Background: an optimization exercise with open tools, aiming at small area, a short achievable clock period and few clock cycles. Do not read the settings as production practice. In this exercise RTL edits were held to simulation tests only and were not proved equivalent to the original. No activity file was given, so power comes from the tool's default toggle rates.

==> flow/design.v <==
module sympack (
    input  wire        clk,
    input  wire        rst,           
    input  wire        cmd_valid,
    output wire        cmd_ready,
    input  wire [10:0] cmd,           
    output reg         rsp_valid,
    output reg  [1:0]  rsp_status,    
    output reg  [7:0]  rsp_bytes,     
    output reg  [7:0]  rsp_terr,      
    output reg         tx_valid,
    input  wire        tx_ready,
    output reg  [7:0]  tx_data,
    output reg         tx_last,
    input  wire        ta_valid,
    input  wire        ta_err,
    input  wire [7:0]  ta_code
);
    localparam NSLOT = 112;                
    localparam NGRP  = 14;                 
    reg         rdy;                       
    reg  [14:0] ng;                        
    reg  [7:0]  np;                        
    reg         ovf;                       
    reg  [13:0] rg;                        
    reg  [8:0]  rr;                        
    reg  [9*NSLOT-1:0] sb;
    assign cmd_ready = rdy;
    wire [1:0] op      = cmd[10:9];
    wire       accept  = cmd_valid && rdy;
    wire       n115    = ng[14] && np[3];
    wire       nbig    = ng[14] && !np[0];              
    wire       nzero   = ng[0] && np[0];
    wire       acc_pack  = accept && (op == 2'b00);
    wire       acc_flush = accept && (op == 2'b01);
    wire       acc_send  = acc_flush && !ovf && !nbig && !nzero;
    wire       take    = tx_valid && tx_ready;
    wire       hold    = tx_valid && !tx_ready;
    wire       waiting = !rdy && !tx_valid;
    wire       answer  = waiting && ta_valid;
    wire [14:0] gup   = np[0] ? ng : {ng[13:0], 1'b0};   
    wire [13:0] glast = np[0] ? ng[14:1] : ng[13:0];     
    reg  [7:0]  flen;                                    
    integer g, p;
    always @(*) begin
        flen = 8'd0;
        for (g = 1; g < 15; g = g + 1)
            flen = flen | ({8{gup[g]}} & (9 * g));
    end
    reg        wk;                                       
    reg  [8:0] wq;                                       
    wire [7:0] wp = {np[0], np[7:1]};                    
    wire [8:0] wq_b = wp[0] ? 9'd0 : wq;                 
    always @(posedge clk) begin
        wq <= cmd[8:0];
        if (rst) wk <= 1'b0;
        else     wk <= acc_pack && !ovf && !n115;
    end
    integer m, t;
    always @(posedge clk) begin
        for (m = 0; m < NSLOT; m = m + 1)
            if (wk && glast[m / 8] && (wp[m % 8] || (m % 8 != 0 && wp[0])))
                for (t = 0; t < 9; t = t + 1)
                    sb[9*m + t] <= (m % 8 == 0) ? wq[8 - t] : wq_b[8 - t];
    end
    wire       byp = wk && glast[0] && wp[0];
    wire [7:0] byte0 = byp ? wq[8:1] : {sb[0], sb[1], sb[2], sb[3], sb[4], sb[5], sb[6], sb[7]};
    reg  [7:0]  gbyte [0:NGRP-1];
    reg  [7:0]  rd_byte;
    integer i;
    always @(*) begin
        for (g = 0; g < NGRP; g = g + 1) begin
            gbyte[g] = 8'd0;
            for (p = 0; p < 9; p = p + 1)
                for (i = 0; i < 8; i = i + 1)
                    gbyte[g][7 - i] = gbyte[g][7 - i] | (rr[p] & ((g == 0 && p == 0) ? byte0[7 - i] : sb[8*(9*g + p) + i]));
        end
        rd_byte = {8{hold}} & tx_data;
        for (g = 0; g < NGRP; g = g + 1)
            rd_byte = rd_byte | ({8{rg[g] & !hold}} & gbyte[g]);
    end
    wire last_next = rr[8] && ((rg & glast) != 14'd0);
    always @(posedge clk) begin
        tx_data <= rd_byte;
        if (rst)
            tx_last <= 1'b0;
        else if (!hold)
            tx_last <= last_next && tx_valid;
    end
    always @(posedge clk) begin
        if (rst) begin
            rdy       <= 1'b1;
            ng        <= 15'd1;
            np        <= 8'd1;
            ovf       <= 1'b0;
            rg        <= 14'd1;
            rr        <= 9'd1;
            tx_valid  <= 1'b0;
            rsp_valid <= 1'b0;
        end else begin
            rsp_valid <= (accept && !acc_send) || answer;
            if (acc_send) begin
                rdy      <= 1'b0;
                tx_valid <= 1'b1;
                rr       <= 9'd2;
            end
            if (take) begin
                if (tx_last) begin
                    tx_valid <= 1'b0;
                    rg <= 14'd1;
                    rr <= 9'd1;
                end else if (rr[8]) begin
                    rg <= {rg[12:0], 1'b0};
                    rr <= 9'd1;
                end else begin
                    rr <= {rr[7:0], 1'b0};
                end
            end
            if (answer) begin
                rdy <= 1'b1;
                ng  <= 15'd1;
                np  <= 8'd1;
            end
            if (accept) begin
                case (op)
                    2'b00: begin
                        if (!ovf) begin
                            if (n115) begin
                                ovf <= 1'b1;
                            end else begin
                                np <= {np[6:0], np[7]};
                                if (np[7]) ng <= {ng[13:0], 1'b0};
                            end
                        end
                    end
                    2'b01: begin
                        if (!ovf && nbig) ovf <= 1'b1;
                    end
                    2'b10: begin
                        ng  <= 15'd1;
                        np  <= 8'd1;
                        ovf <= 1'b0;
                    end
                    default: ;
                endcase
            end
        end
    end
    always @(posedge clk) begin
        if (answer) begin
            rsp_status <= ta_err ? 2'd2 : 2'd0;
            rsp_bytes  <= ta_err ? 8'd0 : flen;
            rsp_terr   <= ta_err ? ta_code : 8'd0;
        end else begin
            case (op)
                2'b00:   rsp_status <= (ovf || n115) ? 2'd1 : 2'd0;
                2'b01:   rsp_status <= (ovf || nbig) ? 2'd1 : 2'd0;
                2'b10:   rsp_status <= 2'd0;
                default: rsp_status <= 2'd3;
            endcase
            rsp_bytes <= 8'd0;
            rsp_terr  <= 8'd0;
        end
    end
endmodule
clock: 6.0 ns
lec_check: 0
cap_margin: 20
core_margin: 2
core_utilization: 40
cts_cluster_diameter: 60
cts_cluster_size: 20
setup_slack_margin: 3.5
slew_margin: 20
run.sh (not shown) runs the stock make flow with config.mk's settings and CLKGATE_MAP_FILE= SYNTH_SCRIPT=/design/flow/synth_recipe.tcl, a recipe that flattens the netlist after the stock synthesis.
Testbench counts at the start, summed over its fixed seeds: cycles 22,994.
Change:
--- a/flow/design.v
+++ b/flow/design.v
@@ -35,7 +35,6 @@
     wire       acc_flush = accept && (op == 2'b01);
     wire       acc_send  = acc_flush && !ovf && !nbig && !nzero;
     wire       take    = tx_valid && tx_ready;
-    wire       hold    = tx_valid && !tx_ready;
     wire       waiting = !rdy && !tx_valid;
     wire       answer  = waiting && ta_valid;
     wire [14:0] gup   = np[0] ? ng : {ng[13:0], 1'b0};   
@@ -75,17 +74,19 @@
                 for (i = 0; i < 8; i = i + 1)
                     gbyte[g][7 - i] = gbyte[g][7 - i] | (rr[p] & ((g == 0 && p == 0) ? byte0[7 - i] : sb[8*(9*g + p) + i]));
         end
-        rd_byte = {8{hold}} & tx_data;
+        rd_byte = 8'd0;
         for (g = 0; g < NGRP; g = g + 1)
-            rd_byte = rd_byte | ({8{rg[g] & !hold}} & gbyte[g]);
+            rd_byte = rd_byte | ({8{rg[g]}} & gbyte[g]);
     end
     wire last_next = rr[8] && ((rg & glast) != 14'd0);
     always @(posedge clk) begin
-        tx_data <= rd_byte;
-        if (rst)
+        if (rst) begin
+            tx_data <= 8'd0;
             tx_last <= 1'b0;
-        else if (!hold)
+        end else if (!tx_valid || tx_ready) begin
+            tx_data <= rd_byte;
             tx_last <= last_next && tx_valid;
+        end
     end
     always @(posedge clk) begin
         if (rst) begin
The new run ran to the end with no violations.
Utilization falls by 0.28 points.
Clock skew falls by 0.024 ns.
Register-to-register slack improved by 0.03 ns.
Die area rises slightly.
Hold slack improved by 0.0032 ns.
Testbench counts after the change, summed over its fixed seeds: cycles 22,994.

* * *

== main ==
sympack, a different RTL version from the one above (not shown whole).
Size: about 2400 cells after synthesis, about 0.031 mm² of cells after synthesis.
==> module sympack, before the edit <==
module sympack (
    input  wire        clk,
    input  wire        rst,           
    input  wire        cmd_valid,
    output reg         cmd_ready,
    input  wire [10:0] cmd,           
    output reg         rsp_valid,
    output reg  [1:0]  rsp_status,    
    output reg  [7:0]  rsp_bytes,     
    output reg  [7:0]  rsp_terr,      
    output reg         tx_valid,
    input  wire        tx_ready,
    output reg  [7:0]  tx_data,
    output reg         tx_last,
    input  wire        ta_valid,
    input  wire        ta_err,
    input  wire [7:0]  ta_code
);
    localparam NSLOT = 111;                
    localparam NGRP  = 14;                 
    reg         rdy;                       
    reg  [6:0]  n;                         
    reg         nz;                        
    reg         n1;                        
    reg         n112;                      
    reg  [3:0]  glast;                     
    reg         ovf;                       
    reg  [3:0]  rg;                        
    reg  [8:0]  rr;                        
    reg  [9*NSLOT-1:0] ring;
    reg  [6:0]  gap;                       
    reg  [13:0] qg;                        
    reg  [7:0]  qp;                        
    reg  [8:0]  sa;                        
    reg  [8:0]  sb;
    reg  [6:0]  left;                      
    reg         lv;                        
    wire [1:0] op      = cmd[10:9];
    wire       accept  = cmd_valid && cmd_ready;
    wire       n115    = n112 && (n[3:0] == 4'd3);
    wire       nbig    = n112 && (n[3:0] != 4'd0);      
    wire       nzero   = nz;
    wire       nge2    = (n[6:1] != 6'd0);
    wire       nge3    = nge2 && !(n == 7'd2);
    wire       acc_pack  = accept && (op == 2'b00);
    wire       acc_flush = accept && (op == 2'b01);
    wire       acc_send  = acc_flush && !ovf && !nbig && !nzero;
    wire       ins     = acc_pack && !ovf && !n112 && !nz;   
    wire       take    = tx_valid && tx_ready;
    wire       hold    = tx_valid && !tx_ready;
    wire       waiting = !rdy && !tx_valid;
    wire       answer  = waiting && ta_valid;
    wire       fetch   = take && !tx_last && !rr[8];    
    wire [3:0] grps  = n[6:3] + {3'b0, (n[2:0] != 3'd0)};        
    wire [7:0] flen  = {1'b0, grps, 3'b000} + {4'b0, grps};      
    integer g, p, i;
    integer j;
    always @(posedge clk) begin
        for (j = 1; j < NSLOT; j = j + 1)
            ring[9*j +: 9] <= ring[9*(j-1) +: 9];
        ring[8:0] <= ins ? cmd[8:0] : ring[9*NSLOT-1 -: 9];
    end
    wire       sv = tx_valid ? lv : nge2;
    reg  [8:0] gsym [0:NGRP-1];
    reg  [8:0] rsym;
    always @(*) begin
        for (g = 0; g < NGRP; g = g + 1) begin
            gsym[g] = 9'd0;
            for (p = 0; p < 8; p = p + 1)
                if (8*g + p < NSLOT)
                    gsym[g] = gsym[g] | ({9{qp[p]}} & ring[9*(8*g + p) +: 9]);
        end
        rsym = 9'd0;
        for (g = 0; g < NGRP; g = g + 1)
            rsym = rsym | ({9{qg[g] & sv}} & gsym[g]);
    end
    reg  [7:0] gear;
    integer r;
    always @(*) begin
        gear = 8'd0;
        for (r = 0; r < 9; r = r + 1)
            for (i = 0; i < 8; i = i + 1)
                gear[7 - i] = gear[7 - i] | (rr[r] & ((i < r) ? sa[r - i - 1] : sb[8 - i + r]));
    end
    wire last_next = rr[8] && (rg == glast);
    always @(posedge clk) begin
        tx_data <= hold ? tx_data : (tx_valid ? gear : sa[8:1]);
        if (rst)
            tx_last <= 1'b0;
        else if (!hold)
            tx_last <= last_next && tx_valid;
    end
    always @(posedge clk) begin
        if (fetch)
            sa <= sb;
        else if (acc_pack && nz)
            sa <= cmd[8:0];
        if (fetch || (rdy && !tx_valid))
            sb <= rsym;
    end
    always @(posedge clk) begin
        if (rst || (ins && n1)) begin
            qg <= 14'd1;
            qp <= 8'd1;
        end else if (!(acc_send || fetch)) begin
            if (qg[13] && qp[6]) begin                   
                qg <= 14'd1;
                qp <= 8'd1;
            end else begin
                qp <= {qp[6:0], qp[7]};
                if (qp[7]) qg <= {qg[12:0], qg[13]};
            end
        end
    end
    always @(posedge clk) begin
        if (acc_send) begin
            left <= n - 7'd2;
            lv   <= nge3;
        end else if (fetch && lv) begin
            left <= left - 7'd1;
            lv   <= (left[6:1] != 6'd0);
        end
    end
    wire [6:0] gap_inc = (gap == 7'd110) ? 7'd0 : gap + 7'd1;
    reg        rdy_n, ovf_n;
    reg [6:0]  n_n;
    always @(*) begin
        rdy_n = rdy;
        ovf_n = ovf;
        n_n   = n;
        if (acc_send) rdy_n = 1'b0;
        if (answer) begin
            rdy_n = 1'b1;
            n_n   = 7'd0;
        end
        if (accept) begin
            case (op)
                2'b00: begin
                    if (!ovf) begin
                        if (n115) ovf_n = 1'b1;
                        else      n_n   = n + 7'd1;
                    end
                end
                2'b01: begin
                    if (!ovf && nbig) ovf_n = 1'b1;
                end
                2'b10: begin
                    n_n   = 7'd0;
                    ovf_n = 1'b0;
                end
                default: ;
            endcase
        end
    end
    wire gap_n0 = ins || (gap == 7'd110);
    wire ring_ok = nz || n1 || (gap == 7'd110) || n112 || ovf;
    wire pack_go = acc_pack && !ovf && !n115;            
    wire clr_n   = answer || (accept && op == 2'b10);
    always @(posedge clk) begin
        if (rst) begin
            rdy       <= 1'b1;
            cmd_ready <= 1'b1;
            n         <= 7'd0;
            nz        <= 1'b1;
            n1        <= 1'b0;
            n112      <= 1'b0;
            ovf       <= 1'b0;
            gap       <= 7'd0;
            rg        <= 4'd0;
            rr        <= 9'd1;
            tx_valid  <= 1'b0;
            rsp_valid <= 1'b0;
        end else begin
            rdy       <= rdy_n;
            n         <= n_n;
            nz        <= clr_n || (nz && !pack_go);
            n1        <= !clr_n && (n1 ? !pack_go : (nz && pack_go));
            n112      <= !clr_n && (n112 || (pack_go && n == 7'd111));
            glast     <= grps - 4'd1;
            ovf       <= ovf_n;
            gap       <= ins ? 7'd0 : gap_inc;
            cmd_ready <= answer || (rdy && !acc_send && (ring_ok || (accept && op != 2'b11)));
            rsp_valid <= (accept && !acc_send) || answer;
            if (acc_send) begin
                tx_valid <= 1'b1;
                rr       <= 9'd2;
            end
            if (take) begin
                if (tx_last) begin
                    tx_valid <= 1'b0;
                    rg <= 4'd0;
                    rr <= 9'd1;
                end else if (rr[8]) begin
                    rg <= rg + 4'd1;
                    rr <= 9'd1;
                end else begin
                    rr <= {rr[7:0], 1'b0};
                end
            end
        end
    end
    always @(posedge clk) begin
        if (answer) begin
            rsp_status <= ta_err ? 2'd2 : 2'd0;
            rsp_bytes  <= ta_err ? 8'd0 : flen;
            rsp_terr   <= ta_err ? ta_code : 8'd0;
        end else begin
            case (op)
                2'b00:   rsp_status <= (ovf || n115) ? 2'd1 : 2'd0;
                2'b01:   rsp_status <= (ovf || nbig) ? 2'd1 : 2'd0;
                2'b10:   rsp_status <= 2'd0;
                default: rsp_status <= 2'd3;
            endcase
            rsp_bytes <= 8'd0;
            rsp_terr  <= 8'd0;
        end
    end
endmodule
make LEC_CHECK=0 CAP_MARGIN=20 CORE_MARGIN=2 CORE_UTILIZATION=40 CTS_CLUSTER_DIAMETER=60 CTS_CLUSTER_SIZE=20 SETUP_SLACK_MARGIN=3.5 SLEW_MARGIN=20 finish   # period 6.0 ns
Testbench counts of main, summed over its fixed seeds: cycles 22,994.
For the feature branch, these inputs were changed with respect to main:
diff --git a/flow/design.v b/flow/design.v
--- a/flow/design.v
+++ b/flow/design.v
@@ -13,18 +13,17 @@
     output reg  [7:0]  tx_data,
     output reg         tx_last,
     input  wire        ta_valid,
     input  wire        ta_err,
     input  wire [7:0]  ta_code
 );
-    localparam NSLOT = 111;                
+    localparam NSLOT = 112;                
     localparam NGRP  = 14;                 
     reg         rdy;                       
     reg  [6:0]  n;                         
     reg         nz;                        
-    reg         n1;                        
     reg         n112;                      
     reg  [3:0]  glast;                     
     reg         ovf;                       
     reg  [3:0]  rg;                        
     reg  [8:0]  rr;                        
     reg  [9*NSLOT-1:0] ring;
@@ -42,13 +41,13 @@
     wire       nzero   = nz;
     wire       nge2    = (n[6:1] != 6'd0);
     wire       nge3    = nge2 && !(n == 7'd2);
     wire       acc_pack  = accept && (op == 2'b00);
     wire       acc_flush = accept && (op == 2'b01);
     wire       acc_send  = acc_flush && !ovf && !nbig && !nzero;
-    wire       ins     = acc_pack && !ovf && !n112 && !nz;   
+    wire       ins     = acc_pack && !ovf && !n112;     
     wire       take    = tx_valid && tx_ready;
     wire       hold    = tx_valid && !tx_ready;
     wire       waiting = !rdy && !tx_valid;
     wire       answer  = waiting && ta_valid;
     wire       fetch   = take && !tx_last && !rr[8];    
     wire [3:0] grps  = n[6:3] + {3'b0, (n[2:0] != 3'd0)};        
@@ -64,14 +63,13 @@
     reg  [8:0] gsym [0:NGRP-1];
     reg  [8:0] rsym;
     always @(*) begin
         for (g = 0; g < NGRP; g = g + 1) begin
             gsym[g] = 9'd0;
             for (p = 0; p < 8; p = p + 1)
-                if (8*g + p < NSLOT)
-                    gsym[g] = gsym[g] | ({9{qp[p]}} & ring[9*(8*g + p) +: 9]);
+                gsym[g] = gsym[g] | ({9{qp[p]}} & ring[9*(8*g + p) +: 9]);
         end
         rsym = 9'd0;
         for (g = 0; g < NGRP; g = g + 1)
             rsym = rsym | ({9{qg[g] & sv}} & gsym[g]);
     end
     reg  [7:0] gear;
@@ -90,41 +88,39 @@
         else if (!hold)
             tx_last <= last_next && tx_valid;
     end
     always @(posedge clk) begin
         if (fetch)
             sa <= sb;
-        else if (acc_pack && nz)
+        else if (ins && nzero)
             sa <= cmd[8:0];
         if (fetch || (rdy && !tx_valid))
             sb <= rsym;
     end
     always @(posedge clk) begin
-        if (rst || (ins && n1)) begin
+        if (rst) begin
             qg <= 14'd1;
             qp <= 8'd1;
+        end else if (ins && nzero) begin
+            qg <= 14'b10000000000000;
+            qp <= 8'b10000000;
         end else if (!(acc_send || fetch)) begin
-            if (qg[13] && qp[6]) begin                   
-                qg <= 14'd1;
-                qp <= 8'd1;
-            end else begin
-                qp <= {qp[6:0], qp[7]};
-                if (qp[7]) qg <= {qg[12:0], qg[13]};
-            end
+            qp <= {qp[6:0], qp[7]};
+            if (qp[7]) qg <= {qg[12:0], qg[13]};
         end
     end
     always @(posedge clk) begin
         if (acc_send) begin
             left <= n - 7'd2;
             lv   <= nge3;
         end else if (fetch && lv) begin
             left <= left - 7'd1;
             lv   <= (left[6:1] != 6'd0);
         end
     end
-    wire [6:0] gap_inc = (gap == 7'd110) ? 7'd0 : gap + 7'd1;
+    wire [6:0] gap_inc = (gap == 7'd111) ? 7'd0 : gap + 7'd1;
     reg        rdy_n, ovf_n;
     reg [6:0]  n_n;
     always @(*) begin
         rdy_n = rdy;
         ovf_n = ovf;
         n_n   = n;
@@ -149,35 +145,33 @@
                     ovf_n = 1'b0;
                 end
                 default: ;
             endcase
         end
     end
-    wire gap_n0 = ins || (gap == 7'd110);
-    wire ring_ok = nz || n1 || (gap == 7'd110) || n112 || ovf;
+    wire gap_n0 = ins || (gap == 7'd111);
+    wire ring_ok = nz || (gap == 7'd111) || n112 || ovf;
     wire pack_go = acc_pack && !ovf && !n115;            
     wire clr_n   = answer || (accept && op == 2'b10);
     always @(posedge clk) begin
         if (rst) begin
             rdy       <= 1'b1;
             cmd_ready <= 1'b1;
             n         <= 7'd0;
             nz        <= 1'b1;
-            n1        <= 1'b0;
             n112      <= 1'b0;
             ovf       <= 1'b0;
             gap       <= 7'd0;
             rg        <= 4'd0;
             rr        <= 9'd1;
             tx_valid  <= 1'b0;
             rsp_valid <= 1'b0;
         end else begin
             rdy       <= rdy_n;
             n         <= n_n;
             nz        <= clr_n || (nz && !pack_go);
-            n1        <= !clr_n && (n1 ? !pack_go : (nz && pack_go));
             n112      <= !clr_n && (n112 || (pack_go && n == 7'd111));
             glast     <= grps - 4'd1;
             ovf       <= ovf_n;
             gap       <= ins ? 7'd0 : gap_inc;
             cmd_ready <= answer || (rdy && !acc_send && (ring_ok || (accept && op != 2'b11)));
             rsp_valid <= (accept && !acc_send) || answer;
==> summary.txt <==
Per the comparison of the feature branch with main, basic-gate share of the synthesized area counting and, or, nand and nor cells comparable, clock latency at the later pin of the worst-skew pair barely changed. Via count delta for the feature branch relative to main: 1.2% higher. On register-to-register slack: between main and the feature branch, it ends up lower for main. From main to the feature branch the numbers moved as follows: maximum VDD drop higher; routed wire length increased about 2.7%. The feature branch: done, clean on timing, DRC and antenna. The feature branch: combinational share of power 0.6 points above main. On the feature branch: post-placement cell count is 21 higher than what main gave. Diff main -> the feature branch | met3 track utilization from global routing | decrease of 0.50 points. Going from main to the feature branch, depth of the worst register-to-register path held steady; met3 wirelength from detailed routing now smaller.
Testbench counts of the feature branch, summed over its fixed seeds: cycles 22,994.

-- afterwards: timing with drivers on the ports --
The flow's constraints put no driver on any port. The routed layouts listed below were extracted and timed again, unchanged, in two steps. Step 1 assumes that a clkbuf_16 drives the clock port and a buf_2 every other input. Step 2 also shifts input and output timing later by t, the mid clock arrival at the registers, as if the neighbouring blocks saw the same clock. Three values: no drivers, after step 1, after step 2; two values: the first two.
run	t (ns)	setup slack, ns	latest minus earliest clock arrival (ns)
the first run of note 1	0.712	3.328 / 3.328 / 2.856	0.058 / 0.058
the second run of note 1	0.716	3.357 / 3.357 / 2.787	0.041 / 0.041
main	0.674	3.484 / 3.484 / 2.987	0.026 / 0.027
the feature branch	0.690	3.541 / 3.479 / 2.950	0.025 / 0.024
After both steps every run listed still meets setup and hold. The setup slack of the feature branch, which loses most, moves by -0.062 ns with the drivers and by -0.591 ns with both steps.
